This is an optimization exercise on Yosys and OpenROAD, whose aim is small area, a short achievable clock period and few clock cycles, not a production implementation. Only simulation tests tie the RTL to the original design; equivalence was not proved. Power is estimated from default activity; no workload was simulated.

File: flow/design.v
module touch_channel (
    input  wire        clk,
    input  wire        clr,         
    input  wire        edge_en,     
    input  wire [31:0] now,         
    output wire [31:0] t_new,       
    output wire [31:0] t_old,       
    output wire [3:0]  wraps,       
    output wire        first_out    
);
    reg [31:0] ts [0:9];
    reg [31:0] t10;
    reg [9:0]  w;
    reg [3:0]  cnt;                 
    reg        first;
    wire wrap_in = now < ts[0];
    integer i;
    always @(posedge clk) begin
        if (edge_en) begin
            ts[0] <= now;
            for (i = 1; i < 10; i = i + 1)
                ts[i] <= ts[i-1];
            if (first)
                t10 <= now;
            else if (cnt == 4'd9)
                t10 <= ts[9];
            if (first)
                cnt <= 4'd0;
            else if (cnt != 4'd9)
                cnt <= cnt + 4'd1;
        end
    end
    always @(posedge clk) begin
        if (clr) begin
            w     <= 10'd0;
            first <= 1'b1;
        end else if (edge_en) begin
            w     <= {w[8:0], wrap_in & ~first};
            first <= 1'b0;
        end
    end
    assign t_new     = ts[0];
    assign t_old     = t10;
    assign wraps     = w[0] + w[1] + w[2] + w[3] + w[4]
                     + w[5] + w[6] + w[7] + w[8] + w[9];
    assign first_out = first;
endmodule
module quad_decoder #(
    parameter ENC_LIMIT = 96
) (
    input  wire       clk,
    input  wire       clr,          
    input  wire [1:0] clr_ab,       
    input  wire       edge_en,      
    input  wire [1:0] ab,           
    input  wire       zero_en,      
    input  wire       press_en,     
    input  wire       btn_rd_en,    
    output wire [7:0] position,     
    output wire       btn           
);
    reg signed [7:0] count;
    reg        [1:0] last_ab;
    reg              btn_latch;
    reg signed [1:0] qdelta;
    always @(*) begin
        case ({last_ab, ab})
            4'b00_01, 4'b01_11, 4'b11_10, 4'b10_00: qdelta = 2'sd1;
            4'b00_10, 4'b10_11, 4'b11_01, 4'b01_00: qdelta = -2'sd1;
            default:                                qdelta = 2'sd0;
        endcase
    end
    wire signed [7:0] count_step = count + {{6{qdelta[1]}}, qdelta};
    wire lap = (count_step >= ENC_LIMIT) || (count_step <= -ENC_LIMIT);
    always @(posedge clk) begin
        if (clr) begin
            count     <= 8'sd0;
            last_ab   <= clr_ab;
            btn_latch <= 1'b0;
        end else begin
            if (edge_en) begin
                count   <= lap ? 8'sd0 : count_step;
                last_ab <= ab;
            end else if (zero_en) begin
                count <= 8'sd0;
            end
            if (press_en)
                btn_latch <= 1'b1;
            else if (btn_rd_en)
                btn_latch <= 1'b0;
        end
    end
    assign position = count / 8'sd4;
    assign btn      = btn_latch;
endmodule
module btmp3_sensor_core (
    input  wire        clk,
    input  wire        rst,         
    input  wire        cmd_valid,
    output wire        cmd_ready,
    input  wire [7:0]  cmd_op,
    input  wire [31:0] cmd_arg,
    input  wire [31:0] thresh0,
    input  wire [31:0] thresh1,
    output reg         rsp_valid,
    output reg  [7:0]  rsp_data
);
    localparam OP_TOUCH_IS_TOUCHED = 7'b0000100;    
    localparam OP_ENC_GET_POSITION = 8'h0C;
    localparam OP_ENC_RESET_POS    = 8'h0D;
    localparam OP_ENC_BUTTON       = 8'h0E;
    localparam OP_EV_TOUCH_EDGE    = 7'b0010100;    
    localparam OP_EV_ENC_EDGE      = 6'b001100;     
    localparam OP_EV_BTN_PRESS     = 8'h34;
    localparam OP_RESET            = 6'b111100;     
    assign cmd_ready = 1'b1;
    reg        c_valid;
    reg [7:0]  c_op;
    reg [31:0] c_arg;
    reg        c_rst;
    reg [31:0] th0, th1;
    always @(posedge clk) begin
        c_valid <= cmd_valid & ~rst;
        c_op    <= cmd_op;
        c_arg   <= cmd_arg;
        c_rst   <= rst;
        th0     <= thresh0;
        th1     <= thresh1;
    end
    wire fire = c_valid;
    wire is_poll      = fire && (c_op[7:1] == OP_TOUCH_IS_TOUCHED);
    wire is_get_pos   = fire && (c_op == OP_ENC_GET_POSITION);
    wire is_reset_pos = fire && (c_op == OP_ENC_RESET_POS);
    wire is_btn_rd    = fire && (c_op == OP_ENC_BUTTON);
    wire is_touch     = fire && (c_op[7:1] == OP_EV_TOUCH_EDGE);
    wire is_enc       = fire && (c_op[7:2] == OP_EV_ENC_EDGE);
    wire is_press     = fire && (c_op == OP_EV_BTN_PRESS);
    wire is_reset     = fire && (c_op[7:2] == OP_RESET);
    wire       clr    = c_rst || is_reset;
    wire [1:0] clr_ab = c_rst ? 2'b00 : c_op[1:0];
    wire [31:0] tn0, to0, tn1, to1;
    wire [3:0]  wr0, wr1;
    wire        f0, f1;
    wire [7:0]  position;
    wire        btn;
    touch_channel u_touch0 (
        .clk       (clk),
        .clr       (clr),
        .edge_en   (is_touch && !c_op[0]),
        .now       (c_arg),
        .t_new     (tn0),
        .t_old     (to0),
        .wraps     (wr0),
        .first_out (f0)
    );
    touch_channel u_touch1 (
        .clk       (clk),
        .clr       (clr),
        .edge_en   (is_touch && c_op[0]),
        .now       (c_arg),
        .t_new     (tn1),
        .t_old     (to1),
        .wraps     (wr1),
        .first_out (f1)
    );
    quad_decoder u_enc (
        .clk       (clk),
        .clr       (clr),
        .clr_ab    (clr_ab),
        .edge_en   (is_enc),
        .ab        (c_op[1:0]),
        .zero_en   (is_reset_pos),
        .press_en  (is_press),
        .btn_rd_en (is_btn_rd),
        .position  (position),
        .btn       (btn)
    );
    wire        sel   = c_op[0];
    wire [31:0] tn    = sel ? tn1 : tn0;
    wire [31:0] to    = sel ? to1 : to0;
    wire [3:0]  wr    = sel ? wr1 : wr0;
    wire        fst   = sel ? f1  : f0;
    wire [31:0] th    = sel ? th1 : th0;
    wire [37:0] diff  = {2'b00, wr, tn} - {6'd0, to} - {3'd0, th, 3'd0} - {5'd0, th, 1'b0};
    wire        touched = fst ? (th == 32'd0) : ~diff[37];
    always @(posedge clk) begin
        if (rst) begin
            rsp_valid <= 1'b0;
            rsp_data  <= 8'd0;
        end else begin
            rsp_valid <= is_poll || is_get_pos || is_btn_rd;
            if (is_poll)
                rsp_data <= {7'd0, touched};
            else if (is_get_pos)
                rsp_data <= position;
            else if (is_btn_rd)
                rsp_data <= {7'd0, btn};
        end
    end
endmodule
File: flow/run.sh
#!/bin/bash
# synth_recipe.tcl (not shown) runs the flow's synth.tcl, then flattens the netlist and writes it again
# the make line also repeats each setting of config.mk as NAME=value (left out here)
make -C /OpenROAD-flow-scripts/flow DESIGN_CONFIG=/design/flow/config.mk WORK_HOME=/design/flow/orfs CLKGATE_MAP_FILE= SYNTH_SCRIPT=/design/flow/synth_recipe.tcl finish
File: flow/config.mk
export PLATFORM = sky130hd
export DESIGN_NAME = btmp3_sensor_core
export DESIGN_NICKNAME = btmp3_sensor_core
export VERILOG_FILES = /design/flow/design.v
export SDC_FILE = /design/flow/constraint.sdc
export NUM_CORES = 4
export LEC_CHECK = 0
export CAP_MARGIN = 20
export CORE_MARGIN = 2
export CORE_UTILIZATION = 40
export CTS_BUF_LIST = sky130_fd_sc_hd__clkbuf_4 sky130_fd_sc_hd__clkbuf_8
export CTS_CLUSTER_SIZE = 30
export SLEW_MARGIN = 20
File: flow/constraint.sdc
create_clock -name core_clock -period 30.0 [get_ports {clk}]
set_input_delay 6.0000 -clock core_clock [delete_from_list [all_inputs] [get_ports {clk}]]
set_output_delay 6.0000 -clock core_clock [all_outputs]
set_load 0.01 [all_outputs]
==> results of run 1 <==
-- cells in the final DEF (no fill, tap or decap), types with 16 or more instances in the layout --
cell type / instances
a21o_1: 30
nand2_1: 92
o21ai_0: 83
clkbuf_4: 69
edfxtp_1: 714
inv_1: 184
clkbuf_8: 147
fa_1: 44
a21oi_1: 76
clkdlybuf4s50_1: 115
nor3_1: 16
nand3_1: 19
dfxtp_1: 143
nand4_1: 18
xnor2_1: 23
ha_1: 157
mux2_2: 82
nor2_1: 59
mux2i_1: 59
xor2_1: 19
-- metrics by stage --
stage	area, sq um	instances	worst slack [ns]
2_1_floorplan	33300	2045	19.20
4_1_cts	38600	3455	22.28
6_report	38700	3460	22.36
3_3_place_gp	35700	3205	22.99
3_5_place_dp	35700	3205	22.91
5_1_grt	38700	3460	22.24
-- power breakdown --
group          switching [mW]  internal [mW]  total [mW]
clock network           0.454          0.570        1.02
logic                  0.0762         0.0650       0.141
registers             0.00951           1.29        1.30
total                   0.540           1.92        2.46
-- worst min-delay path by stage --
stage,slack [ns],to
2_1_floorplan,0.40,u_touch0.ts[2][0]
3_3_place_gp,0.40,u_touch1.ts[6][8]
3_5_place_dp,0.40,u_touch0.ts[3][13]
4_1_cts,0.38,u_touch1.ts[4][9]
5_1_grt,0.40,u_touch0.ts[6][20]
6_report,0.39,u_touch1.ts[4][9]
-- logic make-up after synthesis --
kind of cell,Yosys count
muxes,146
other,1
xor gates and xnor gates,42
AOI/OAI and AO/OA,295
and+or+nand+nor,276
buffers and inverters,224
DFF,860
adders and majority gates,201
-- cell type report --
class	instances	area, sq um	share of cell area (%)
clock inverters	34	330	0.854
inverters	186	706	1.83
well taps	1070	1340	3.46
flip-flops and latches	860	24400	63.0
diodes	4	10.0	0.0259
multi-input cells	961	8070	20.9
repair buffers	129	1300	3.35
clock buffers	216	2540	6.57
-- registers in the layout, summed over array words and instances (netlist names) --
register and cells:
u_touch1.first 1, u_enc.count 8, rsp_data 8, u_touch1.t10 32
c_rst 1, rsp_valid 1, u_touch0.t10 32, u_touch1.w 10
u_touch1.cnt 4, u_touch0.first 1, th1 32, u_touch0.ts 320
th0 32, u_touch1.ts 320, u_touch0.w 10, c_op 8
c_arg 32, u_enc.last_ab 2, u_enc.btn_latch 1, u_touch0.cnt 4
c_valid 1
-- routing by layer --
| layer | vias up | global-route usage, % | wire, microns |
|---|---|---|---|
| li1 | 8094 | - | - |
| met1 | 8489 | 21.7 | 31200 |
| met2 | 469 | 23.1 | 28800 |
| met3 | 104 | 3.68 | 3660 |
| met4 | 0 | 4.93 | 1170 |
| met5 | - | 0 | 0 |
==> flow_summary.json, run 1 <==
{
  "outcome": "no timing/DRC/antenna violations",
  "start_util_pct": 40.5,
  "clk_pin_slew_worst_paths_ns": 0.06,
  "maxCapViolCount": 0,
  "path_class": "reg2out",
  "post-dp-hpwl_microns": 41800,
  "drcViolationCount": 0,
  "routed-via-count": 17156,
  "async_reset_ff_share_pct": 0,
  "fin_crit_sh_pct": 25.5,
  "skew_ns": 0.0300,
  "synth_cell_types": 78,
  "antenna_found_initial": 2,
  "final_core_util_pct": 47.0,
  "drtIter0Drc": 1207,
  "die_h_microns": 293,
  "cts_tree": "yes",
  "crit_path_cell_trace": "clkdlybuf4s50_1",
  "synth_top_area_share_pct": 64.4,
  "period_minus_slack_ns": 7.64,
  "rsz0062_at_grt": "no",
  "cts.path.max_buffers": 3,
  "grt_pass1_wl_microns": 99700,
  "tightestPinTransition_ns": 1.03,
  "rr_endpoint": "rsp_data[0]",
  "power_density_mw_per_mm2": 63.7,
  "grt.overflow.total": 0,
  "synth-simple-area-share_pct": 4.06,
  "max_slew_margin_pct": 29.5,
  "core_area_sq_mm": 0.0822,
  "synth_xor_xnor_area_share_pct": 1.10,
  "whs_path_depth": 0,
  "startpoint_type": "register",
  "path_max_fanout": 2,
  "drt-total-wl_microns": 64800,
  "reg2reg_depth": 20,
  "maxSlewViolCount": 0,
  "nets": 2586,
  "fillers": 7041,
  "cpPeakStageDelay_ns": 0.55,
  "synthAdderAreaFrac_pct": 8.54,
  "leakagePower_nw": 14.1,
  "min_from": "u_touch1.ts[3][9]",
  "cts_sinks": 860,
  "cp-end-kind": "primary output",
  "rrSetupSlack_ns": 23.39,
  "setup.worst_path.start": "rsp_data[0]",
  "cp.arrival_ns": 1.64,
  "synth_compound_area_share_pct": 5.65,
  "htree_num_levels": 4,
  "syn_nets": 2353,
  "critPathCapture": "rsp_data[0]",
  "synth_area_leaders": "edfxtp_1 (64%), dfxtp_1 (8.8%), ha_1 (5.9%)",
  "r2r-start": "c_op[0]",
  "yosysWarnings": 4,
  "ir_drop_mv": 0.0350,
  "io_buffer_count": 115,
  "syn_to_final_growth_pct": 16.1,
  "tns_ns": 0,
  "synth.area.mux_share_pct": 4.79,
  "cts-root-buf": "clkbuf_8",
  "drive_gt1_share_pct": 15.3,
  "syn_avg_cell_area_sq_um": 16.3,
  "crit_path_top_delay_cell": "clkdlybuf4s50_1",
  "finalPower_mw": 2.46,
  "drtAntennaViolNets": 0,
  "drtPass1Iterations": 5,
  "hp-class": "reg2reg",
  "synth-edff-count": 714,
  "grt_pass1_vias": 17552,
  "grt_max_degree": 203,
  "synth_top_area_cell": "edfxtp_1",
  "hold_buffers": 0,
  "synth.most_common_cell": "edfxtp_1",
  "synth.cell_area_sq_mm": 0.0333,
  "whs_ns": 0.386,
  "postSynthCellCount": 2045,
  "synthFlopType": "edfxtp_1",
  "synthTopCellsByCount": "edfxtp_1 (714), inv_1 (185), ha_1 (157), dfxtp_1 (146), nand2_1 (92)",
  "finalSetupViolCount": 0,
  "synth_top_family_by_area": "adder cells",
  "post_cts_buffers": 0,
  "clk_latency_ns": 0.78,
  "dieArea_sq_mm": 0.0856,
  "rows": 105,
  "hold_violations": 0,
  "vias_per_cell": 4.96,
  "grt_usage_pct": 15.3,
  "wl_per_cell_microns": 18.7,
  "critPathRequiredTime_ns": 24.00,
  "gp_congestion": 0.874,
  "cts_made_buffers": 140,
  "post_cts_resize_count": 0,
  "yosysSeqAreaShare_pct": 73.2,
  "critPathBufInv": 1,
  "crit_family": "buffers and inverters",
  "io_pins": 117,
  "max_freq_ghz": 0.131,
  "cp.depth": 1,
  "synth_seq_cells": 860,
  "die_w_microns": 293
}
Testbench counts, summed over its fixed seeds: cycles 24,016.
==> inputs of run 2 (changes only) <==
--- a/flow/config.mk
+++ b/flow/config.mk
@@ -10,4 +10,2 @@
 export CORE_UTILIZATION = 40
-export CTS_BUF_LIST = sky130_fd_sc_hd__clkbuf_4 sky130_fd_sc_hd__clkbuf_8
-export CTS_CLUSTER_SIZE = 30
 export SLEW_MARGIN = 20
==> run 2 against run 1 <==
Still clean; synthesized area stayed put; highest routed layer unchanged; clock skew is 0.0080 ns lower; critical endpoint is now rsp_data[6]; die area stayed put.
==> flow_summary.json, run 2 <==
{
  "post_cts_resize_count": 0,
  "ir_drop_mv": 0.0425,
  "period_minus_slack_ns": 7.50,
  "dieArea_sq_mm": 0.0856,
  "cpPeakStageDelay_ns": 0.54,
  "hold_violations": 0,
  "skew_ns": 0.0220,
  "crit_path_top_delay_cell": "clkdlybuf4s50_1",
  "most-common-layout-cells": "edfxtp_1 (714), inv_1 (184), ha_1 (157)",
  "cts_sinks": 860,
  "drtIter0Drc": 1334,
  "maxCapViolCount": 0,
  "multiInputGateArea_sq_mm": 0.00807,
  "synth_top_area_cell": "edfxtp_1",
  "cts_tree": "yes",
  "drtAntennaViolNets": 0,
  "tns_ns": 0,
  "grt_pass1_vias": 16974,
  "leakagePower_nw": 14.0,
  "max_freq_ghz": 0.133,
  "syn_nets": 2353,
  "cp.arrival_ns": 1.50,
  "htree_num_levels": 3,
  "critPathBufInv": 1,
  "synthFlopType": "edfxtp_1",
  "outcome": "no timing/DRC/antenna violations",
  "post_cts_buffers": 0,
  "yosysSeqAreaShare_pct": 73.2,
  "start_util_pct": 40.5,
  "final_core_util_pct": 47.0,
  "fillers": 6999,
  "rows": 105,
  "vias_per_cell": 4.98,
  "drive_gt1_share_pct": 11.2,
  "maxSlewViolCount": 0,
  "finalSetupViolCount": 0,
  "die_w_microns": 293,
  "syn_avg_cell_area_sq_um": 16.3,
  "routed-via-count": 16807,
  "startpoint_type": "register",
  "cts-root-buf": "clkbuf_16",
  "gp_congestion": 0.874,
  "synth_area_leaders": "edfxtp_1 (64%), dfxtp_1 (8.8%), ha_1 (5.9%)",
  "grt_pass1_wl_microns": 97800,
  "synthTopCellsByCount": "edfxtp_1 (714), inv_1 (185), ha_1 (157), dfxtp_1 (146), nand2_1 (92)",
  "power_density_mw_per_mm2": 64.8,
  "crit_family": "buffers and inverters",
  "grt_usage_pct": 14.9,
  "post-dp-hpwl_microns": 41800,
  "drt-total-wl_microns": 63700,
  "synth.cell_area_sq_mm": 0.0333,
  "crit_path_cell_trace": "clkdlybuf4s50_1",
  "path_class": "reg2out",
  "cts_made_buffers": 88,
  "grt.overflow.total": 0,
  "seqCellArea_sq_mm": 0.0244,
  "nets": 2534,
  "max_slew_margin_pct": 32.5,
  "fin_crit_sh_pct": 25.0,
  "core_area_sq_mm": 0.0822,
  "clk_latency_ns": 0.64,
  "reg_top3": "u_touch0.ts: 320 flops, u_touch1.ts: 320 flops",
  "drcViolationCount": 0,
  "io_buffer_count": 115,
  "postSynthCellCount": 2045,
  "rsz0062_at_grt": "no",
  "antenna_found_initial": 1,
  "critPathRequiredTime_ns": 24.00,
  "hp-class": "reg2reg",
  "synth_cell_types": 78,
  "clk_pin_slew_worst_paths_ns": 0.06,
  "grt_max_degree": 203,
  "drtPass1Iterations": 5,
  "io_pins": 117,
  "cp-end-kind": "primary output",
  "wl_per_cell_microns": 18.9,
  "tightestPinTransition_ns": 0.987,
  "async_reset_ff_share_pct": 0,
  "synth_top_area_share_pct": 64.4,
  "synth.most_common_cell": "edfxtp_1",
  "yosysWarnings": 4,
  "final_common_cell": "edfxtp_1",
  "synth-edff-count": 714,
  "path_max_fanout": 2,
  "cts.path.max_buffers": 3,
  "syn_to_final_growth_pct": 16.1,
  "synth_seq_cells": 860,
  "die_h_microns": 293,
  "hold_buffers": 0
}
## run 2: area by class of cell
type                    count  area share (%)
clock buffers             127            6.54
flip-flops and latches    860            63.0
inverters                 186            1.83
diodes                      1         0.00647
clock inverters            38           0.916
multi-input cells         961            20.9
repair buffers            129            3.35
well taps                1070            3.46
## run 2: worst paths after layout
kind / startpoint / to / slack (ns) / cells past startpoint
worst min register to register: u_touch1.ts[6][17] / u_touch1.ts[7][17] / 0.40 / 0
worst min-delay path: u_touch1.ts[6][17] / u_touch1.ts[7][17] / 0.40 / 0
worst max-delay path: rsp_data[6] / rsp_data[6] / 22.50 / 1
worst max register to register: c_op[0] / rsp_data[0] / 23.42 / 20
## run 2: metrics by stage
stage	setup slack [ns]	area (sq um)	cells	hold slack, ns	total power, mW
CTS	22.45	38600	3370	0.396	2.54
floorplan	19.20	33300	2045	0.400	1.41
finish	22.50	38700	3372	0.402	2.50
detailed placement	22.91	35700	3205	0.405	1.46
global route	22.42	38700	3371	0.405	2.60
global placement	22.99	35700	3205	0.400	1.45
## run 2: layer usage
layer,GRT usage (%),vias up,share of wire [%]
met2,22.6,405,44
met5,0,-,0
li1,-,7969,-
met4,4.04,0,1.9
met1,21.7,8337,49
met3,3.04,96,4.8
## run 2: worst reg2reg max path, delay by kind of cell (launching register included)
family | cells | cell delay, ns
and+or+nand+nor | 1 | 0.47
DFF | 1 | 0.73
xor gates and xnor gates | 1 | 0.17
AOI/OAI and AO/OA | 13 | 3.03
adders and majority gates | 3 | 1.24
buffers and inverters | 2 | 0.80
## run 2: power breakdown
group          total (mW)  internal (mW)  switching, mW
Sequential           1.30           1.29        0.00950
Clock                1.07          0.624          0.444
Combinational       0.141         0.0650         0.0761
Total                2.50           1.97          0.529
## run 2: cell families (layout without fill, tap and decap cells)
| kind of cell | after synthesis | after routing | synth area share, % |
|---|---|---|---|
| simple gates | 276 | 276 | 4.06 |
| flops | 860 | 860 | 73.2 |
| mux | 146 | 146 | 4.79 |
| xor+xnor | 42 | 42 | 1.10 |
| fa+ha+maj | 201 | 201 | 8.54 |
| other cells | 1 | 2 | 0.0113 |
| buf+inv | 224 | 480 | 2.68 |
| compound gates | 295 | 295 | 5.65 |
==> inputs of run 3 (changes only) <==
--- a/flow/config.mk
+++ b/flow/config.mk
@@ -9,3 +9,5 @@
 export CORE_MARGIN = 2
-export CORE_UTILIZATION = 40
+export CORE_UTILIZATION = 60
+export CTS_BUF_LIST = sky130_fd_sc_hd__clkbuf_8
+export CTS_CLUSTER_SIZE = 50
 export SLEW_MARGIN = 20
==> run 3 against run 2 <==
Synthesized area did not move; routed wire length fell by 3.8%; via count rose by 2.2%; first-iteration DRC count did not move; hold slack improved by 0.0033 ns; sequential share of layout area rose by 1.1 points; sequential cell count did not move.
==> flow_summary.json, run 3 <==
{
  "die_h_microns": 240,
  "max_freq_ghz": 0.130,
  "syn_to_final_growth_pct": 14.1,
  "fin_cells": 3138,
  "tns_ns": 0,
  "post-dp-hpwl_microns": 39700,
  "routed-via-count": 17170,
  "drt-total-wl_microns": 61300,
  "synth_cell_types": 78,
  "cts_made_buffers": 136,
  "fillers": 3737,
  "fin_area_sq_mm": 0.0380,
  "startpoint_type": "register",
  "leakagePower_nw": 14.1,
  "rsz0062_at_grt": "no",
  "critPathRequiredTime_ns": 24.00,
  "cts_sinks": 860,
  "drtPass1Iterations": 5,
  "async_reset_ff_share_pct": 0,
  "syn_nets": 2353,
  "cp.arrival_ns": 1.68,
  "tightestPinTransition_ns": 1.05,
  "power_density_mw_per_mm2": 62.4,
  "synth-edff-count": 714,
  "reg_top3": "u_touch0.ts: 320 flops, u_touch1.ts: 320 flops",
  "grt_usage_pct": 22.0,
  "synthFlopType": "edfxtp_1",
  "cp-end-kind": "primary output",
  "multiInputGateArea_sq_mm": 0.00807,
  "hold_buffers": 0,
  "die_w_microns": 240,
  "critPathBufInv": 1,
  "io_buffer_count": 115,
  "rows": 86,
  "nets": 2585,
  "drcViolationCount": 0,
  "placed_cell_area_sq_mm": 0.0354,
  "crit_path_top_delay_cell": "clkdlybuf4s50_1",
  "postSynthCellCount": 2045,
  "synth.most_common_cell": "edfxtp_1",
  "grt.overflow.total": 0,
  "final_core_util_pct": 69.1,
  "io_pins": 117,
  "ir_drop_mv": 0.0552,
  "vias_per_cell": 5.47,
  "grt_pass1_wl_microns": 93900,
  "post_cts_resize_count": 0,
  "dieArea_sq_mm": 0.0574,
  "setup_ws_ns": 22.32,
  "synth_top_area_share_pct": 64.4,
  "outcome": "no timing/DRC/antenna violations",
  "maxCapViolCount": 0,
  "hp-class": "reg2reg",
  "cts.path.max_buffers": 3,
  "maxSlewViolCount": 0,
  "antenna_found_initial": 2,
  "finalSetupViolCount": 0,
  "grt_pass1_vias": 17323,
  "synth_area_leaders": "edfxtp_1 (64%), dfxtp_1 (8.8%), ha_1 (5.9%)",
  "crit_family": "buffers and inverters",
  "yosysSeqAreaShare_pct": 73.2,
  "seqCellArea_sq_mm": 0.0244,
  "path_max_fanout": 2,
  "drive_gt1_share_pct": 12.9,
  "path_class": "reg2out",
  "gp_congestion": 0.840,
  "place_ws_ns": 22.97,
  "grt_max_degree": 131,
  "clk_pin_slew_worst_paths_ns": 0.06,
  "core_area_sq_mm": 0.0550,
  "period_minus_slack_ns": 7.68,
  "cts-root-buf": "clkbuf_8",
  "crit_path_cell_trace": "clkdlybuf4s50_1",
  "htree_num_levels": 4,
  "synth.cell_area_sq_mm": 0.0333,
  "wl_per_cell_microns": 19.5,
  "synth_seq_cells": 860,
  "syn_avg_cell_area_sq_um": 16.3,
  "synth_top_area_cell": "edfxtp_1",
  "max_slew_margin_pct": 30.1,
  "hold_violations": 0,
  "dp.cells": 2887,
  "drtAntennaViolNets": 0,
  "drtIter0Drc": 1334,
  "yosysWarnings": 4,
  "fin_crit_sh_pct": 25.6,
  "final_common_cell": "edfxtp_1",
  "clk_latency_ns": 0.78,
  "cts_tree": "yes",
  "rrSetupSlack_ns": 23.39,
  "most-common-layout-cells": "edfxtp_1 (714), inv_1 (233), ha_1 (157)",
  "post_cts_buffers": 0,
  "cpPeakStageDelay_ns": 0.55,
  "synthTopCellsByCount": "edfxtp_1 (714), inv_1 (185), ha_1 (157), dfxtp_1 (146), nand2_1 (92)",
  "skew_ns": 0.0271,
  "start_util_pct": 60.6
}
## run 3: cell families (layout without fill, tap and decap cells)
kind of cell / count (synthesis) / in the layout / synth area share [%]
adder cells (fa/ha/maj): 201 / 201 / 8.54
AND/OR/NAND/NOR: 276 / 276 / 4.06
XOR/XNOR: 42 / 42 / 1.10
other: 1 / 3 / 0.0113
AO/OA/AOI/OAI: 295 / 295 / 5.65
multiplexers: 146 / 146 / 4.79
flip-flops: 860 / 860 / 73.2
buffers and inverters: 224 / 567 / 2.68
## run 3: worst paths after layout
check                         start                 to  cells after the start
setup / recovery        rsp_data[0]        rsp_data[0]                      1
hold / removal    u_touch1.ts[3][1]  u_touch1.ts[4][1]                      0
setup reg to reg            c_op[0]        rsp_data[0]                     20
hold reg to reg   u_touch1.ts[3][1]  u_touch1.ts[4][1]                      0
## run 3: layout make-up
| type | count | area share, % |
|---|---|---|
| clock buffers | 148 | 5.36 |
| inverters | 186 | 1.86 |
| diodes | 2 | 0.0132 |
| well taps | 748 | 2.46 |
| repair buffers | 132 | 3.37 |
| clock inverters | 101 | 1.57 |
| multi-input cells | 961 | 21.2 |
| flip-flops and latches | 860 | 64.1 |
## run 3: metrics by stage
stage / hold WS, ns / power (mW)
3_5_place_dp: 0.405 / 1.46
4_1_cts: 0.403 / 2.40
3_3_place_gp: 0.400 / 1.45
2_1_floorplan: 0.400 / 1.41
6_report: 0.405 / 2.37
5_1_grt: 0.412 / 2.47
## run 3: layer usage
| layer | vias to the layer above | share of wire [%] | global-route usage (%) |
|---|---|---|---|
| met5 | - | 0 | 0 |
| met4 | 0 | 2.5 | 8.69 |
| met3 | 103 | 5.4 | 4.71 |
| met2 | 477 | 44 | 32.5 |
| met1 | 8490 | 48 | 32.2 |
| li1 | 8100 | - | - |
## run 3: report_power, final
group / leakage [nW] / switching, mW / internal (mW)
clock network: 1.53 / 0.447 / 0.488
logic: 4.96 / 0.0751 / 0.0648
registers: 7.62 / 0.00877 / 1.29
==> inputs of run 4 (changes only) <==
--- a/flow/design.v
+++ b/flow/design.v
@@ -15,3 +15,11 @@
     reg        first;
-    wire wrap_in = now < ts[0];
+    wire [31:0] lt_b = ~now & ts[0];
+    wire [31:0] gt_b = now & ~ts[0];
+    reg         wrap_in;
+    integer j;
+    always @(*) begin
+        wrap_in = 1'b0;
+        for (j = 0; j < 32; j = j + 1)
+            wrap_in = lt_b[j] | (~gt_b[j] & wrap_in);
+    end
     integer i;
@@ -183,3 +191,11 @@
     wire [31:0] th    = sel ? th1 : th0;
-    wire [37:0] diff  = {2'b00, wr, tn} - {6'd0, to} - {3'd0, th, 3'd0} - {5'd0, th, 1'b0};
+    wire [37:0] op_a = {2'b00, wr, tn};
+    wire [37:0] op_b = ~{6'd0, to};
+    wire [37:0] op_c = ~{3'd0, th, 3'd0};
+    wire [37:0] op_d = ~{5'd0, th, 1'b0};
+    wire [37:0] s1   = op_a ^ op_b ^ op_c;
+    wire [37:0] c1   = {(op_a[36:0] & op_b[36:0]) | (op_a[36:0] & op_c[36:0]) | (op_b[36:0] & op_c[36:0]), 1'b1};
+    wire [37:0] s2   = s1 ^ c1 ^ op_d;
+    wire [37:0] c2   = {(s1[36:0] & c1[36:0]) | (s1[36:0] & op_d[36:0]) | (c1[36:0] & op_d[36:0]), 1'b1};
+    wire [37:0] diff = s2 + c2 + 38'd1;
     wire        touched = fst ? (th == 32'd0) : ~diff[37];
--- a/flow/config.mk
+++ b/flow/config.mk
@@ -10,4 +10,2 @@
 export CORE_UTILIZATION = 60
-export CTS_BUF_LIST = sky130_fd_sc_hd__clkbuf_8
-export CTS_CLUSTER_SIZE = 50
 export SLEW_MARGIN = 20
==> run 4 against run 3 <==
Still clean on timing, DRC and antenna; clock skew is 0.013 ns lower; sequential power barely moved; clock-buffer cell count fell by 32; worst setup slack better by 0.18 ns; via count decreased by 15%.
==> flow_summary.json, run 4 <==
{
  "outcome": "no timing/DRC/antenna violations",
  "antenna_found_initial": 2,
  "routed-via-count": 14670,
  "hp-class": "reg2reg",
  "dieArea_sq_mm": 0.0543,
  "clk_pin_slew_worst_paths_ns": 0.06,
  "synth_seq_cells": 860,
  "post_cts_buffers": 0,
  "cpPeakStageDelay_ns": 0.54,
  "crit_family": "buffers and inverters",
  "syn_avg_cell_area_sq_um": 18.5,
  "cts_made_buffers": 84,
  "cts_tree": "yes",
  "start_util_pct": 61.0,
  "multiInputGateArea_sq_mm": 0.00664,
  "max_freq_ghz": 0.133,
  "leakagePower_nw": 12.5,
  "synth_cell_types": 73,
  "cts_sinks": 860,
  "post-dp-hpwl_microns": 36300,
  "path_max_fanout": 2,
  "grt_usage_pct": 21.5,
  "seqCellArea_sq_mm": 0.0244,
  "synth.most_common_cell": "edfxtp_1",
  "hold_violations": 0,
  "nets": 2139,
  "rr_endpoint": "rsp_data[0]",
  "drtPass1Iterations": 7,
  "startpoint_type": "register",
  "drtAntennaViolNets": 0,
  "finalSetupViolCount": 0,
  "io_buffer_count": 115,
  "fillers": 3261,
  "cts.path.max_buffers": 3,
  "drtIter0Drc": 1273,
  "cp.depth": 1,
  "gp_congestion": 0.811,
  "synth_top_area_share_pct": 68.1,
  "setup.worst_path.start": "rsp_data[0]",
  "most-common-layout-cells": "edfxtp_1 (714), dfxtp_1 (143), clkdlybuf4s50_1 (115)",
  "crit_path_top_delay_cell": "clkdlybuf4s50_1",
  "grt_pass1_vias": 14709,
  "critPathRequiredTime_ns": 24.00,
  "synth.cell_area_sq_mm": 0.0315,
  "drive_gt1_share_pct": 12.6,
  "core_area_sq_mm": 0.0516,
  "drcViolationCount": 0,
  "placed_cell_area_sq_mm": 0.0335,
  "maxCapViolCount": 0,
  "max_slew_margin_pct": 27.0,
  "die_w_microns": 233,
  "grt_max_degree": 186,
  "fin_crit_sh_pct": 25.0,
  "period_minus_slack_ns": 7.50,
  "critPathCapture": "rsp_data[0]",
  "critPathBufInv": 1,
  "cts-root-buf": "clkbuf_16",
  "ir_drop_mv": 0.0825,
  "rrSetupSlack_ns": 23.74,
  "syn_to_final_growth_pct": 15.3,
  "drt-total-wl_microns": 56700,
  "crit_path_cell_trace": "clkdlybuf4s50_1",
  "grt_pass1_wl_microns": 86000,
  "r2r-start": "u_touch1.w[0]",
  "grt.overflow.total": 0,
  "path_class": "reg2out",
  "tightestPinTransition_ns": 1.08,
  "rsz0062_at_grt": "no",
  "power_density_mw_per_mm2": 67.3,
  "htree_num_levels": 3,
  "synth_top_area_cell": "edfxtp_1",
  "maxSlewViolCount": 0,
  "n_antenna_cell": 0,
  "synth_area_leaders": "edfxtp_1 (68%), dfxtp_1 (9.3%), fa_1 (4.6%)",
  "post_cts_resize_count": 0,
  "postSynthCellCount": 1704,
  "synthFlopType": "edfxtp_1",
  "skew_ns": 0.0142,
  "clk_latency_ns": 0.63,
  "hold_buffers": 0,
  "async_reset_ff_share_pct": 0,
  "reg2reg_depth": 20,
  "final_common_cell": "edfxtp_1",
  "rows": 83,
  "cp-end-kind": "primary output",
  "yosysWarnings": 4,
  "vias_per_cell": 5.55,
  "yosysSeqAreaShare_pct": 77.4,
  "syn_nets": 1952,
  "io_pins": 117,
  "synth-edff-count": 714,
  "wl_per_cell_microns": 21.5,
  "synthTopCellsByCount": "edfxtp_1 (714), dfxtp_1 (146), inv_1 (97), mux2_2 (88), fa_1 (73)",
  "die_h_microns": 233,
  "cp.arrival_ns": 1.50,
  "fin_area_sq_mm": 0.0363,
  "reg_top3": "u_touch0.ts: 320 flops, u_touch1.ts: 320 flops",
  "tns_ns": 0
}
-- run 4: cell count changes in the layout (fill, tap and decap cells not counted), sizes merged, moves of 26 or more --
cell	delta
inv	-143
ha	-89
o21ai	-51
a21oi	-33
clkbuf	-32
fa	+29
nand2	-27
maj3	+26
-- run 4: worst min-delay path by stage --
stage | cells after the start | end | slack, ns | from
after global routing | 0 | u_touch0.ts[4][13] | 0.41 | u_touch0.ts[3][13]
after global placement | 0 | u_touch0.ts[6][8] | 0.40 | u_touch0.ts[5][8]
after CTS | 0 | u_touch0.ts[2][30] | 0.41 | u_touch0.ts[1][30]
after detailed placement | 0 | u_touch0.ts[3][21] | 0.40 | u_touch0.ts[2][21]
after floorplan | 0 | u_touch0.ts[2][0] | 0.40 | u_touch0.ts[1][0]
final | 0 | u_touch1.ts[3][5] | 0.41 | u_touch1.ts[2][5]
-- run 4: cells by family after synthesis --
| group | after synthesis | synth area share [%] |
|---|---|---|
| flops | 860 | 77.4 |
| mux | 153 | 5.25 |
| xor+xnor | 17 | 0.473 |
| other cells | 1 | 0.0119 |
| fa+ha+maj | 167 | 8.20 |
| simple gates | 205 | 3.35 |
| compound gates | 174 | 3.77 |
| buf+inv | 127 | 1.55 |
-- run 4: through the flow --
step / hold slack [ns] / worst slack [ns] / cells / utilization, % / power, mW
floorplan: 0.400 / 19.05 / 1704 / - / 1.39
global placement: 0.400 / 22.97 / 2485 / 65.0 / 1.43
detailed placement: 0.405 / 22.94 / 2485 / 65.0 / 1.43
CTS: 0.409 / 22.44 / 2641 / 70.3 / 2.47
global route: 0.414 / 22.44 / 2641 / 70.3 / 2.53
finish: 0.407 / 22.50 / 2641 / 70.3 / 2.44
-- run 4: where the power goes --
part,total (mW),internal [mW],switching (mW)
Clock,1.04,0.604,0.434
Sequential,1.30,1.29,0.0108
Combinational,0.110,0.0557,0.0541
-- run 4: final cells by class --
| cell class | instances | share of cell area [%] |
|---|---|---|
| clock buffers | 116 | 6.55 |
| clock inverters | 40 | 1.12 |
| inverters | 97 | 1.04 |
| multi-input cells | 717 | 18.3 |
| flip-flops and latches | 860 | 67.1 |
| well taps | 680 | 2.34 |
| repair buffers | 131 | 3.54 |
-- run 4: layer usage --
metal  share of wire [%]  wire, microns  vias to the layer above  track usage (%)
li1                    -              -                     6821                -
met1                  47          26600                     7428             32.1
met2                  46          26000                      326             32.4
met3                 4.8           2700                       95             3.87
met4                 2.6           1470                        0             7.46
met5                   0              0                        -                0
Testbench counts of run 4, summed over its fixed seeds: cycles 24,016.
==> inputs of run 5 (changes only) <==
--- a/flow/config.mk
+++ b/flow/config.mk
@@ -10,2 +10,5 @@
 export CORE_UTILIZATION = 60
+export CTS_BUF_LIST = sky130_fd_sc_hd__clkbuf_16
+export CTS_CLUSTER_DIAMETER = 90
+export CTS_CLUSTER_SIZE = 30
 export SLEW_MARGIN = 20
==> run 5 against run 4 <==
Power decreased by 18%; clock skew increased by 0.0082 ns; clock power decreased by 42%; non-clock buffer count unchanged; die area unchanged; critical path depth unchanged; core utilization decreased by 3.1 points; still clean on timing, DRC and antenna.
==> flow_summary.json, run 5 <==
{
  "hp-class": "reg2reg",
  "synth.most_common_cell": "edfxtp_1",
  "yosysWarnings": 4,
  "power_density_mw_per_mm2": 57.8,
  "synthFlopType": "edfxtp_1",
  "max_freq_ghz": 0.134,
  "tightestPinTransition_ns": 1.15,
  "synth_seq_cells": 860,
  "outcome": "no timing/DRC/antenna violations",
  "route.met2.wl_microns": 25200,
  "maxSlewViolCount": 0,
  "die_w_microns": 233,
  "final_common_cell": "edfxtp_1",
  "synth_cell_types": 73,
  "core_area_sq_mm": 0.0516,
  "post_cts_resize_count": 0,
  "start_util_pct": 61.0,
  "synthTopCellsByCount": "edfxtp_1 (714), dfxtp_1 (146), inv_1 (97), mux2_2 (88), fa_1 (73)",
  "gp_congestion": 0.811,
  "postSynthCellCount": 1704,
  "drtPass1Iterations": 5,
  "synth_area_leaders": "edfxtp_1 (68%), dfxtp_1 (9.3%), fa_1 (4.6%)",
  "reg_top3": "u_touch0.ts: 320 flops, u_touch1.ts: 320 flops",
  "dieArea_sq_mm": 0.0543,
  "whs_ns": 0.414,
  "yosysSeqAreaShare_pct": 77.4,
  "placed_cell_area_sq_mm": 0.0335,
  "rows": 83,
  "dp.cells": 2485,
  "vias_per_cell": 5.65,
  "startpoint_type": "register",
  "cp.arrival_ns": 1.48,
  "crit_family": "buffers and inverters",
  "syn_avg_cell_area_sq_um": 18.5,
  "grt_pass1_wl_microns": 83400,
  "antenna_found_initial": 2,
  "max_slew_margin_pct": 22.2,
  "clk_latency_ns": 0.60,
  "cts_tree": "yes",
  "synth.cell_area_sq_mm": 0.0315,
  "finalPower_mw": 2.01,
  "syn_nets": 1952,
  "most-common-layout-cells": "edfxtp_1 (714), dfxtp_1 (143), clkdlybuf4s50_1 (115)",
  "post_cts_buffers": 0,
  "die_h_microns": 233,
  "cts-root-buf": "clkbuf_16",
  "ir_drop_mv": 0.0514,
  "io_buffer_count": 115,
  "cts_made_buffers": 37,
  "cts_sinks": 860,
  "clk_pin_slew_worst_paths_ns": 0.11,
  "synth_top_area_cell": "edfxtp_1",
  "leakagePower_nw": 11.8,
  "htree_num_levels": 2,
  "path_max_fanout": 2,
  "grt_usage_pct": 20.8,
  "cts.path.max_buffers": 3,
  "tns_ns": 0,
  "cpPeakStageDelay_ns": 0.54,
  "path_class": "reg2out",
  "fin_area_sq_mm": 0.0347,
  "wl_per_cell_microns": 21.6,
  "fin_cells": 2552,
  "crit_path_cell_trace": "clkdlybuf4s50_1",
  "drive_gt1_share_pct": 9.35,
  "crit_path_top_delay_cell": "clkdlybuf4s50_1",
  "fin_crit_sh_pct": 24.9,
  "grt.overflow.total": 0,
  "async_reset_ff_share_pct": 0,
  "route.top_layer_used": "met4",
  "critPathRequiredTime_ns": 24.00,
  "n_antenna_cell": 0,
  "drtIter0Drc": 1281,
  "maxCapViolCount": 0,
  "hold_violations": 0,
  "grt_pass1_vias": 14126,
  "synth_top_area_share_pct": 68.1,
  "skew_ns": 0.0224,
  "rsz0062_at_grt": "no",
  "route.met3.wl_microns": 2860,
  "finalSetupViolCount": 0,
  "cp-end-kind": "primary output",
  "drcViolationCount": 0,
  "nets": 2092,
  "routed-via-count": 14409,
  "syn_to_final_growth_pct": 10.2,
  "synth-edff-count": 714,
  "drtAntennaViolNets": 0,
  "wl_met1_microns": 26000,
  "io_pins": 117,
  "hold_buffers": 0,
  "critPathBufInv": 1,
  "drt-total-wl_microns": 55200,
  "period_minus_slack_ns": 7.48,
  "grt_max_degree": 186,
  "post-dp-hpwl_microns": 36300
}
run 5: cell counts after synthesis:
Identical to the previous run, type by type.
run 5: report_power, final:
group          internal, mW  switching [mW]
registers              1.28          0.0108
logic                0.0556          0.0538
clock network         0.248           0.355
total                  1.59           0.420
run 5: final timing paths:
path | startpoint | endpoint | slack [ns] | cells past startpoint
max | rsp_data[6] | rsp_data[6] | 22.53 | 1
min | u_touch1.ts[7][8] | u_touch1.ts[8][8] | 0.41 | 0
max reg2reg | u_touch1.w[0] | rsp_data[0] | 23.64 | 20
min reg2reg | u_touch1.ts[7][8] | u_touch1.ts[8][8] | 0.41 | 0
run 5: final cells by class:
type / instances / area (sq um)
fillers: 3443 / 16900
repair buffers: 131 / 1280
well taps: 680 / 851
clock buffers: 39 / 976
clock inverters: 28 / 191
flip-flops and latches: 860 / 24400
multi-input cells: 717 / 6640
inverters: 97 / 379
run 5: worst register-to-register path: cells and delay by family, from the launching register on:
| kind | cells | cell delay [ns] |
|---|---|---|
| buf+inv | 2 | 0.11 |
| simple gates | 5 | 1.24 |
| compound gates | 3 | 1.03 |
| flops | 1 | 0.34 |
| fa+ha+maj | 9 | 3.33 |
| xor+xnor | 1 | 0.21 |
run 5: cells by family (layout without fill, tap and decap cells):
logic type / after synthesis / in the layout / synth area share [%]
DFF: 860 / 860 / 77.4
and+or+nand+nor: 205 / 205 / 3.35
AOI/OAI and AO/OA: 174 / 174 / 3.77
adders and majority gates: 167 / 167 / 8.20
muxes: 153 / 153 / 5.25
buffers and inverters: 127 / 295 / 1.55
xor gates and xnor gates: 17 / 17 / 0.473
other: 1 / 1 / 0.0119
run 5: routing by layer:
| metal | vias to the layer above | GRT usage [%] |
|---|---|---|
| li1 | 6680 | - |
| met1 | 7339 | 32.1 |
| met2 | 331 | 31.6 |
| met3 | 59 | 2.84 |
| met4 | 0 | 5.41 |
| met5 | - | 0 |
run 5: metrics by stage:
stage / utilization, % / worst slack (ns)
6_report: 67.2 / 22.53
5_1_grt: 67.2 / 22.46
4_1_cts: 67.2 / 22.47
3_5_place_dp: 65.0 / 22.94
3_3_place_gp: 65.0 / 22.97
2_1_floorplan: - / 19.05
==> inputs of run 6 (changes only) <==
--- a/flow/config.mk
+++ b/flow/config.mk
@@ -11,4 +11,4 @@
 export CTS_BUF_LIST = sky130_fd_sc_hd__clkbuf_16
-export CTS_CLUSTER_DIAMETER = 90
-export CTS_CLUSTER_SIZE = 30
+export CTS_CLUSTER_DIAMETER = 70
+export CTS_CLUSTER_SIZE = 22
 export SLEW_MARGIN = 20
==> run 6 against run 5 <==
Still clean; sequential share of layout area down 0.66 points; worst setup slack worse by 0.021 ns; clock power up 14%; critical path type unchanged; largest cell class unchanged.
==> flow_summary.json, run 6 <==
{
  "cts_tree": "yes",
  "drt-total-wl_microns": 55500,
  "setup_ws_ns": 22.50,
  "nets": 2103,
  "max_freq_ghz": 0.133,
  "path_class": "reg2out",
  "gp_congestion": 0.811,
  "wl_met1_microns": 26300,
  "synth_area_leaders": "edfxtp_1 (68%), dfxtp_1 (9.3%), fa_1 (4.6%)",
  "wl_per_cell_microns": 21.6,
  "drtIter0Drc": 1184,
  "power_density_mw_per_mm2": 59.6,
  "hp-class": "reg2reg",
  "drcViolationCount": 0,
  "cts-root-buf": "clkbuf_16",
  "route.top_layer_used": "met4",
  "crit_family": "buffers and inverters",
  "yosysSeqAreaShare_pct": 77.4,
  "cts_made_buffers": 48,
  "fin_cells": 2574,
  "synth_top_area_cell": "edfxtp_1",
  "maxSlewViolCount": 0,
  "synth.most_common_cell": "edfxtp_1",
  "critPathRequiredTime_ns": 24.00,
  "finalSetupViolCount": 0,
  "n_antenna_cell": 0,
  "drtAntennaViolNets": 0,
  "path_max_fanout": 2,
  "final_common_cell": "edfxtp_1",
  "core_area_sq_mm": 0.0516,
  "grt_max_degree": 186,
  "routed-via-count": 14431,
  "synthTopCellsByCount": "edfxtp_1 (714), dfxtp_1 (146), inv_1 (97), mux2_2 (88), fa_1 (73)",
  "grt_usage_pct": 20.9,
  "most-common-layout-cells": "edfxtp_1 (714), dfxtp_1 (143), inv_1 (121)",
  "drive_gt1_share_pct": 9.87,
  "synth_top_area_share_pct": 68.1,
  "cts_sinks": 860,
  "dieArea_sq_mm": 0.0543,
  "tightestPinTransition_ns": 1.12,
  "finalPower_mw": 2.09,
  "syn_nets": 1952,
  "grt.overflow.total": 0,
  "cp.arrival_ns": 1.50,
  "route.met3.wl_microns": 2720,
  "post_cts_buffers": 0,
  "cp-end-kind": "primary output",
  "syn_to_final_growth_pct": 11.3,
  "synthFlopType": "edfxtp_1",
  "leakagePower_nw": 12.0,
  "tns_ns": 0,
  "htree_num_levels": 2,
  "outcome": "no timing/DRC/antenna violations",
  "crit_path_cell_trace": "clkdlybuf4s50_1",
  "synth-edff-count": 714,
  "synth_seq_cells": 860,
  "postSynthCellCount": 1704,
  "rsz0062_at_grt": "no",
  "period_minus_slack_ns": 7.50,
  "synth.cell_area_sq_mm": 0.0315,
  "reg_top3": "u_touch0.ts: 320 flops, u_touch1.ts: 320 flops",
  "skew_ns": 0.0208,
  "antenna_found_initial": 2,
  "cts.path.max_buffers": 3,
  "yosysWarnings": 4,
  "cpPeakStageDelay_ns": 0.54,
  "hold_violations": 0,
  "hold_buffers": 0,
  "start_util_pct": 61.0,
  "syn_avg_cell_area_sq_um": 18.5,
  "place_ws_ns": 22.94,
  "io_buffer_count": 115,
  "fin_crit_sh_pct": 25.0,
  "post-dp-hpwl_microns": 36300,
  "die_w_microns": 233,
  "die_h_microns": 233,
  "post_cts_resize_count": 0,
  "async_reset_ff_share_pct": 0,
  "startpoint_type": "register",
  "synth_cell_types": 73,
  "io_pins": 117,
  "grt_pass1_wl_microns": 83800,
  "drtPass1Iterations": 5,
  "dp.cells": 2485,
  "rows": 83,
  "maxCapViolCount": 0,
  "route.met2.wl_microns": 25200,
  "vias_per_cell": 5.61,
  "clk_pin_slew_worst_paths_ns": 0.09,
  "clk_latency_ns": 0.61,
  "grt_pass1_vias": 14231,
  "ir_drop_mv": 0.0468,
  "crit_path_top_delay_cell": "clkdlybuf4s50_1",
  "critPathBufInv": 1,
  "fillers": 3409,
  "max_slew_margin_pct": 24.6
}
[run 6: cell count changes in the layout (fill, tap and decap cells not counted), sizes merged]
cell / before / now
inv: 121 / 130
clkinv: 4 / 5
clkbuf: 39 / 51
[run 6: worst paths after layout]
path	start	to	slack, ns	depth (start not counted)
worst max register to register	u_touch1.w[0]	rsp_data[0]	23.72	20
worst max-delay path	rsp_data[0]	rsp_data[0]	22.50	1
worst min-delay path	u_touch0.ts[5][16]	u_touch0.ts[6][16]	0.42	0
worst min register to register	u_touch0.ts[5][16]	u_touch0.ts[6][16]	0.42	0
[run 6: through the flow]
stage               area (sq um)  hold slack (ns)  utilization (%)
floorplan                  31500            0.400                -
global placement           33500            0.400             65.0
detailed placement         33500            0.405             65.0
CTS                        35000            0.416             67.9
global route               35000            0.415             67.9
finish                     35000            0.417             67.9
[run 6: logic make-up (layout without fill, tap and decap cells)]
kind of cell	Yosys count	in the layout	share of synthesized area, %
compound gates	174	174	3.77
xor+xnor	17	17	0.473
fa+ha+maj	167	167	8.20
buf+inv	127	317	1.55
flops	860	860	77.4
mux	153	153	5.25
other cells	1	1	0.0119
simple gates	205	205	3.35
[run 6: area by class of cell]
type	instances	area, sq um	share of cell area [%]
Inverter	97	379	1.08
Clock inverter	38	219	0.625
Tap cell	680	851	2.43
Multi-Input combinational cell	717	6640	19.0
Sequential cell	860	24400	69.6
Clock buffer	51	1280	3.64
Timing Repair Buffer	131	1280	3.67
[run 6: report_power, final]
group	leakage [nW]	internal [mW]	switching, mW	total, mW
Sequential	7.62	1.28	0.0108	1.29
Combinational	3.57	0.0556	0.0539	0.110
Clock	0.831	0.315	0.370	0.685
[run 6: layer usage]
layer,global-route usage (%),vias up
met5,0,-
met4,5.95,0
met3,2.98,71
met2,31.7,334
met1,32.0,7312
li1,-,6714
==> inputs of run 7 (changes only) <==
==> flow/flow/run.sh (new file) <==
#!/bin/bash
# The standard layout (standard.sh), with one change: the port buffers that
# global placement inserts are plain sky130_fd_sc_hd__buf_1 cells instead of
# the delay buffers it picks by default. Every port still gets its buffer.
# make's full output goes to layout.log; each ORFS step keeps its own log
# under orfs/logs/.
set -euo pipefail
bash standard.sh "BUFFER_PORTS_ARGS=-buffer_cell sky130_fd_sc_hd__buf_1" finish > layout.log 2>&1
==> flow/standard.sh (new file) <==
#!/bin/bash
# synth_recipe.tcl (not shown) runs the flow's synth.tcl, then flattens the netlist and writes it again
# the make line also repeats each setting of config.mk as NAME=value (left out here)
make -C /OpenROAD-flow-scripts/flow DESIGN_CONFIG=/design/flow/config.mk WORK_HOME=/design/flow/orfs CLKGATE_MAP_FILE= SYNTH_SCRIPT=/design/flow/synth_recipe.tcl "${@:-finish}"
removed: flow/run.sh
==> run 7 against run 6 <==
Highest routed layer unchanged; register-to-register slack improved by 0.19 ns; sequential cell count did not move; sequential power barely moved; synthesized area did not move.
==> flow_summary.json, run 7 <==
{
  "most-common-layout-cells": "edfxtp_1 (714), dfxtp_1 (143), inv_1 (120)",
  "vias_per_cell": 5.61,
  "synth_area_leaders": "edfxtp_1 (68%), dfxtp_1 (9.3%), fa_1 (4.6%)",
  "hp-class": "reg2reg",
  "cts_tree": "yes",
  "gp_congestion": 0.837,
  "start_util_pct": 61.0,
  "r2r-start": "u_touch1.w[0]",
  "synth.most_common_cell": "edfxtp_1",
  "tns_ns": 0,
  "crit_path_top_delay_cell": "dfxtp_1",
  "rrSetupSlack_ns": 23.91,
  "syn_avg_cell_area_sq_um": 18.5,
  "io_pins": 117,
  "finalPower_mw": 2.07,
  "grt_pass1_vias": 14461,
  "whs_path_depth": 0,
  "post_cts_resize_count": 0,
  "rr_endpoint": "rsp_data[0]",
  "drtPass1Iterations": 7,
  "period_minus_slack_ns": 7.11,
  "max_slew_margin_pct": 31.8,
  "skew_ns": 0.0254,
  "power_frac_seq_pct": 62.4,
  "path_max_fanout": 2,
  "synthTopCellsByCount": "edfxtp_1 (714), dfxtp_1 (146), inv_1 (97), mux2_2 (88), fa_1 (73)",
  "cts_made_buffers": 48,
  "power_density_mw_per_mm2": 60.5,
  "whs_ns": 0.416,
  "cts_sinks": 860,
  "grt_max_degree": 101,
  "syn_nets": 1952,
  "nets": 2105,
  "rsz0062_at_grt": "no",
  "routed-via-count": 14463,
  "synth_top_area_share_pct": 68.1,
  "clk_pin_slew_worst_paths_ns": 0.08,
  "post_cts_buffers": 0,
  "grt_pass1_wl_microns": 84700,
  "ir_drop_mv": 0.0471,
  "async_reset_ff_share_pct": 0,
  "drive_gt1_share_pct": 10.1,
  "crit_path_cell_trace": "buf_1",
  "io_buffer_count": 115,
  "die_w_microns": 233,
  "reg_top3": "u_touch0.ts: 320 flops, u_touch1.ts: 320 flops",
  "maxSlewViolCount": 0,
  "synth.cell_area_sq_mm": 0.0315,
  "core_area_sq_mm": 0.0516,
  "critPathRequiredTime_ns": 24.00,
  "power.share.switching_pct": 20.8,
  "die_h_microns": 233,
  "n_antenna_cell": 0,
  "maxCapViolCount": 0,
  "final_common_cell": "edfxtp_1",
  "htree_num_levels": 2,
  "cp-end-kind": "primary output",
  "drtAntennaViolNets": 0,
  "reg2reg_depth": 21,
  "synthFlopType": "edfxtp_1",
  "holdPathEnd": "u_touch0.ts[5][23]",
  "wl_per_cell_microns": 21.7,
  "synth-edff-count": 714,
  "hold_buffers": 0,
  "postSynthCellCount": 1704,
  "synth_cell_types": 73,
  "clk_latency_ns": 0.62,
  "post-dp-hpwl_microns": 36700,
  "grt_usage_pct": 21.1,
  "yosysSeqAreaShare_pct": 77.4,
  "comb_power_share_pct": 4.9,
  "min_from": "u_touch0.ts[4][23]",
  "rows": 83,
  "crit_family": "flip-flops",
  "yosysWarnings": 4,
  "power.share.clock_pct": 32.8,
  "drtIter0Drc": 1230,
  "synth_top_area_cell": "edfxtp_1",
  "cts.path.max_buffers": 3,
  "path_class": "reg2out",
  "synth_seq_cells": 860,
  "hold_violations": 0,
  "startpoint_type": "register",
  "syn_to_final_growth_pct": 8.94,
  "dieArea_sq_mm": 0.0543,
  "p_sw_mw": 0.432,
  "cts-root-buf": "clkbuf_16",
  "cpPeakStageDelay_ns": 0.36,
  "finalSetupViolCount": 0,
  "max_freq_ghz": 0.141,
  "antenna_found_initial": 0,
  "leakagePower_nw": 11.7,
  "p_int_mw": 1.64,
  "grt.overflow.total": 0,
  "tightestPinTransition_ns": 1.02,
  "drcViolationCount": 0,
  "cp.arrival_ns": 1.11,
  "drt-total-wl_microns": 55900,
  "fin_crit_sh_pct": 23.7,
  "critPathBufInv": 1,
  "outcome": "no timing/DRC/antenna violations"
}
==> run 7: changes by cell type in the layout (fill, tap and decap cells not counted), sizes merged <==
cell	before	now
clkinvlp	0	1
clkdlybuf4s50	115	0
clkinv	5	4
bufinv	0	1
clkbuf	51	49
inv	130	131
buf	16	133
==> run 7: worst max path at each step <==
stage	to	from	cells after the start	slack, ns
4_1_cts	rsp_data[6]	rsp_data[6]	1	22.85
2_1_floorplan	u_touch1.ts[0][0]	c_op[0]	5	19.05
3_5_place_dp	rsp_data[6]	rst	3	23.30
5_1_grt	rsp_data[4]	rsp_data[4]	1	22.82
6_report	rsp_data[2]	rsp_data[2]	1	22.89
3_3_place_gp	rsp_data[1]	rst	3	23.36
==> run 7: routing by layer <==
layer	GRT usage, %	wire (microns)
met1	31.7	25900
met3	3.47	2750
met4	7.09	1610
met5	0	0
met2	31.9	25600
==> run 7: cells by family (layout without fill, tap and decap cells) <==
group | count (synthesis) | count (layout) | synth area share (%)
adder cells (fa/ha/maj) | 167 | 167 | 8.20
AND/OR/NAND/NOR | 205 | 205 | 3.35
AO/OA/AOI/OAI | 174 | 174 | 3.77
buffers and inverters | 127 | 319 | 1.55
multiplexers | 153 | 153 | 5.25
other | 1 | 1 | 0.0119
flip-flops | 860 | 860 | 77.4
XOR/XNOR | 17 | 17 | 0.473
==> run 7: power by group through the flow <==
stage	logic, mW	clock network, mW	registers (mW)
floorplan	0.0716	0	1.32
global placement	0.0987	0	1.32
detailed placement	0.101	0	1.32
CTS	0.102	0.702	1.29
global route	0.116	0.741	1.30
finish	0.101	0.680	1.29
==> run 7: layout make-up <==
type	count	area (sq um)
clock buffers	49	1230
clock inverters	40	248
fillers	3473	17300
inverters	97	379
multi-input cells	717	6640
flip-flops and latches	860	24400
well taps	680	851
repair buffers	133	574
==> run 7: metrics by stage <==
stage | util, % | setup WS (ns) | instances | cell area (sq um)
final | 66.4 | 22.89 | 2576 | 34300
after global routing | 66.4 | 22.82 | 2576 | 34300
after detailed placement | 63.6 | 23.30 | 2487 | 32800
after CTS | 66.4 | 22.85 | 2576 | 34300
after global placement | 63.6 | 23.36 | 2487 | 32800
after floorplan | - | 19.05 | 1704 | 31500
==> inputs of run 8 (changes only) <==
--- a/flow/design.v
+++ b/flow/design.v
@@ -6,3 +6,3 @@
     output wire [31:0] t_new,       
-    output wire [31:0] t_old,       
+    output wire [31:0] t_old_n,     
     output wire [3:0]  wraps,       
@@ -11,3 +11,3 @@
     reg [31:0] ts [0:9];
-    reg [31:0] t10;
+    reg [31:0] t10n;                
     reg [9:0]  w;
@@ -31,5 +31,5 @@
             if (first)
-                t10 <= now;
+                t10n <= ~now;
             else if (cnt == 4'd9)
-                t10 <= ts[9];
+                t10n <= ~ts[9];
             if (first)
@@ -50,3 +50,3 @@
     assign t_new     = ts[0];
-    assign t_old     = t10;
+    assign t_old_n   = t10n;
     assign wraps     = w[0] + w[1] + w[2] + w[3] + w[4]
@@ -128,3 +128,3 @@
     reg        c_rst;
-    reg [31:0] th0, th1;
+    reg [31:0] c_thn;               
     always @(posedge clk) begin
@@ -134,4 +134,3 @@
         c_rst   <= rst;
-        th0     <= thresh0;
-        th1     <= thresh1;
+        c_thn   <= ~(cmd_op[0] ? thresh1 : thresh0);
     end
@@ -148,3 +147,3 @@
     wire [1:0] clr_ab = c_rst ? 2'b00 : c_op[1:0];
-    wire [31:0] tn0, to0, tn1, to1;
+    wire [31:0] tn0, ton0, tn1, ton1;
     wire [3:0]  wr0, wr1;
@@ -159,3 +158,3 @@
         .t_new     (tn0),
-        .t_old     (to0),
+        .t_old_n   (ton0),
         .wraps     (wr0),
@@ -169,3 +168,3 @@
         .t_new     (tn1),
-        .t_old     (to1),
+        .t_old_n   (ton1),
         .wraps     (wr1),
@@ -187,10 +186,9 @@
     wire [31:0] tn    = sel ? tn1 : tn0;
-    wire [31:0] to    = sel ? to1 : to0;
+    wire [31:0] ton   = sel ? ton1 : ton0;
     wire [3:0]  wr    = sel ? wr1 : wr0;
     wire        fst   = sel ? f1  : f0;
-    wire [31:0] th    = sel ? th1 : th0;
     wire [37:0] op_a = {2'b00, wr, tn};
-    wire [37:0] op_b = ~{6'd0, to};
-    wire [37:0] op_c = ~{3'd0, th, 3'd0};
-    wire [37:0] op_d = ~{5'd0, th, 1'b0};
+    wire [37:0] op_b = {6'b111111, ton};
+    wire [37:0] op_c = {3'b111, c_thn, 3'b111};
+    wire [37:0] op_d = {5'b11111, c_thn, 1'b1};
     wire [37:0] s1   = op_a ^ op_b ^ op_c;
@@ -200,3 +198,3 @@
     wire [37:0] diff = s2 + c2 + 38'd1;
-    wire        touched = fst ? (th == 32'd0) : ~diff[37];
+    wire        touched = fst ? (&c_thn) : ~diff[37];
     always @(posedge clk) begin
--- a/flow/config.mk
+++ b/flow/config.mk
@@ -9,6 +9,6 @@
 export CORE_MARGIN = 2
-export CORE_UTILIZATION = 60
+export CORE_UTILIZATION = 75
 export CTS_BUF_LIST = sky130_fd_sc_hd__clkbuf_16
-export CTS_CLUSTER_DIAMETER = 70
-export CTS_CLUSTER_SIZE = 22
+export CTS_CLUSTER_DIAMETER = 90
+export CTS_CLUSTER_SIZE = 30
 export SLEW_MARGIN = 20
==> run 8 against run 7 <==
Still clean on timing, DRC and antenna; synthesized area fell by 2.8%; worst setup slack lost 0.040 ns; critical path depth did not move; first-iteration DRC count grew 42%; cell area shrank 4.6%; highest routed layer is now met5.
==> flow_summary.json, run 8 <==
{
  "outcome": "no timing/DRC/antenna violations",
  "syn_to_final_growth_pct": 6.99,
  "power_density_mw_per_mm2": 58.0,
  "post_cts_resize_count": 0,
  "post-dp-hpwl_microns": 35200,
  "synth_area_leaders": "edfxtp_1 (70%), dfxtp_1 (7.5%), fa_1 (4.8%)",
  "grt_pass1_wl_microns": 82400,
  "io_pins": 117,
  "startpoint_type": "register",
  "cpPeakStageDelay_ns": 0.41,
  "drtAntennaViolNets": 0,
  "antenna_found_initial": 3,
  "drive_gt1_share_pct": 6.61,
  "clk_pin_slew_worst_paths_ns": 0.10,
  "drcViolationCount": 0,
  "crit_path_cell_trace": "buf_1",
  "cp-end-kind": "primary output",
  "syn_nets": 1907,
  "dp.cells": 2278,
  "synth.most_common_cell": "edfxtp_1",
  "whs_path_depth": 0,
  "postSynthCellCount": 1659,
  "tns_ns": 0,
  "cts_sinks": 828,
  "finalSetupViolCount": 0,
  "max_slew_margin_pct": 31.1,
  "cts_tree": "yes",
  "drt-total-wl_microns": 55400,
  "post_cts_buffers": 0,
  "synthFlopType": "edfxtp_1",
  "start_util_pct": 76.5,
  "synthTopCellsByCount": "edfxtp_1 (714), dfxtp_1 (114), inv_1 (102), mux2i_1 (102), nand2_1 (77)",
  "async_reset_ff_share_pct": 0,
  "synth-edff-count": 714,
  "die_h_microns": 206,
  "rsz0062_at_grt": "no",
  "crit_family": "flip-flops",
  "tightestPinTransition_ns": 1.03,
  "die_w_microns": 206,
  "synth.cell_area_sq_mm": 0.0306,
  "grt_max_degree": 129,
  "grt.overflow.total": 0,
  "wl_per_cell_microns": 23.7,
  "synth_cell_types": 69,
  "drtPass1Iterations": 9,
  "fin_cells": 2342,
  "ir_drop_mv": 0.0581,
  "most-common-layout-cells": "edfxtp_1 (714), inv_1 (122), buf_1 (114)",
  "rows": 73,
  "htree_num_levels": 2,
  "fillers": 1933,
  "critPathRequiredTime_ns": 24.00,
  "path_max_fanout": 2,
  "clk_latency_ns": 0.58,
  "hold_buffers": 0,
  "rrSetupSlack_ns": 24.64,
  "synth_top_area_cell": "edfxtp_1",
  "critPathBufInv": 1,
  "grt_usage_pct": 26.6,
  "synth_seq_cells": 828,
  "cts_made_buffers": 34,
  "cp.depth": 1,
  "maxCapViolCount": 0,
  "hold_violations": 0,
  "cts-root-buf": "clkbuf_16",
  "reg_top3": "u_touch0.ts: 320 flops, u_touch1.ts: 320 flops",
  "yosysSeqAreaShare_pct": 77.6,
  "yosysWarnings": 4,
  "maxSlewViolCount": 0,
  "nets": 2038,
  "cts.path.max_buffers": 3,
  "fin_crit_sh_pct": 23.8,
  "multiInputGateArea_sq_mm": 0.00636,
  "vias_per_cell": 6.17,
  "skew_ns": 0.0217,
  "period_minus_slack_ns": 7.15,
  "gp_congestion": 0.867,
  "finalPower_mw": 1.90,
  "drtIter0Drc": 1750,
  "hp-class": "reg2reg",
  "io_buffer_count": 115,
  "cp.arrival_ns": 1.15,
  "core_area_sq_mm": 0.0400,
  "synth_top_area_share_pct": 70.1,
  "grt_pass1_vias": 14626,
  "seqCellArea_sq_mm": 0.0237,
  "routed-via-count": 14455,
  "reg2reg_depth": 18,
  "path_class": "reg2out",
  "dieArea_sq_mm": 0.0424,
  "leakagePower_nw": 11.4,
  "syn_avg_cell_area_sq_um": 18.4,
  "whs_ns": 0.417,
  "crit_path_top_delay_cell": "dfxtp_1",
  "final_common_cell": "edfxtp_1",
  "max_freq_ghz": 0.140
}
-- run 8: layout make-up --
class                           instances  area share, %
Sequential cell                       828           72.5
Multi-Input combinational cell        695           19.4
Clock buffer                           35           2.68
Tap cell                              525           2.01
Timing Repair Buffer                  128           1.69
Inverter                              103           1.23
Clock inverter                         26          0.428
Antenna cell                            2         0.0153
-- run 8: cell families after synthesis --
kind of cell             Yosys count  synth area share [%]
AO/OA/AOI/OAI                    162                  3.61
XOR/XNOR                          17                 0.487
adder cells (fa/ha/maj)          167                  8.42
buffers and inverters            136                  1.69
flip-flops                       828                  77.6
multiplexers                     149                  5.10
other                              1                0.0123
AND/OR/NAND/NOR                  199                  3.12
-- run 8: power by group --
part | total [mW] | internal, mW | leakage [nW] | switching [mW]
clock network | 0.544 | 0.220 | 0.574 | 0.325
logic | 0.0990 | 0.0462 | 3.52 | 0.0528
registers | 1.25 | 1.24 | 7.35 | 0.0147
total | 1.90 | 1.51 | 11.4 | 0.392
-- run 8: final timing paths --
kind,endpoint,from
setup / recovery,rsp_data[0],rsp_data[0]
hold reg to reg,u_touch1.ts[3][29],u_touch1.ts[2][29]
hold / removal,u_touch1.ts[3][29],u_touch1.ts[2][29]
setup reg to reg,rsp_data[0],u_touch1.w[0]
-- run 8: metrics by stage --
step	area (sq um)	setup WS, ns	util, %
after global routing	32700	22.82	81.8
after CTS	32700	22.83	81.7
after floorplan	30600	19.24	-
after global placement	31700	22.81	79.2
after detailed placement	31700	22.72	79.2
final	32700	22.85	81.8
-- run 8: routing by layer --
metal	global-route usage, %	wire [microns]
met1	38.4	23300
met2	43.9	27400
met3	3.37	3280
met4	7.96	1350
met5	0	40
Testbench counts of run 8, summed over its fixed seeds: cycles 24,016.

## static timing again, ports no longer ideal
Ports are ideal in the flow. The routed layouts listed here were re-timed in OpenROAD. Step 1: set_driving_cell puts a clkbuf_16 on clk and a buf_2 on each other input, an assumption about the parent block. Step 2, shift: input delay + t, output delay - t, t = (earliest + latest rising clock arrival at the registers) / 2. This alone moves slack from input paths to output paths. a / b / c = ideal ports / drivers / drivers and shift; a / b = the first two.
run	shift t [ns]	setup WS [ns]	worst data-port slew with drivers (ns)	pins driven straight from the clock port
run 1	0.835	22.360 / 22.292 / 22.888	0.06	1
run 2	0.692	22.500 / 22.433 / 22.887	0.06	1
run 3	0.816	22.321 / 22.267 / 22.945	0.06	1
run 4	0.683	22.497 / 22.436 / 22.937	0.05	1
run 5	0.649	22.525 / 22.462 / 22.918	0.05	1
run 6	0.661	22.504 / 22.441 / 22.900	0.05	1
run 7	0.665	22.888 / 22.829 / 23.264	0.05	1
run 8	0.623	22.848 / 22.794 / 22.795	0.11	1
After both steps every run listed still meets setup and hold. For run 8, which loses most, drivers alone change the setup slack by -0.054 ns; drivers and shift together by -0.053 ns.
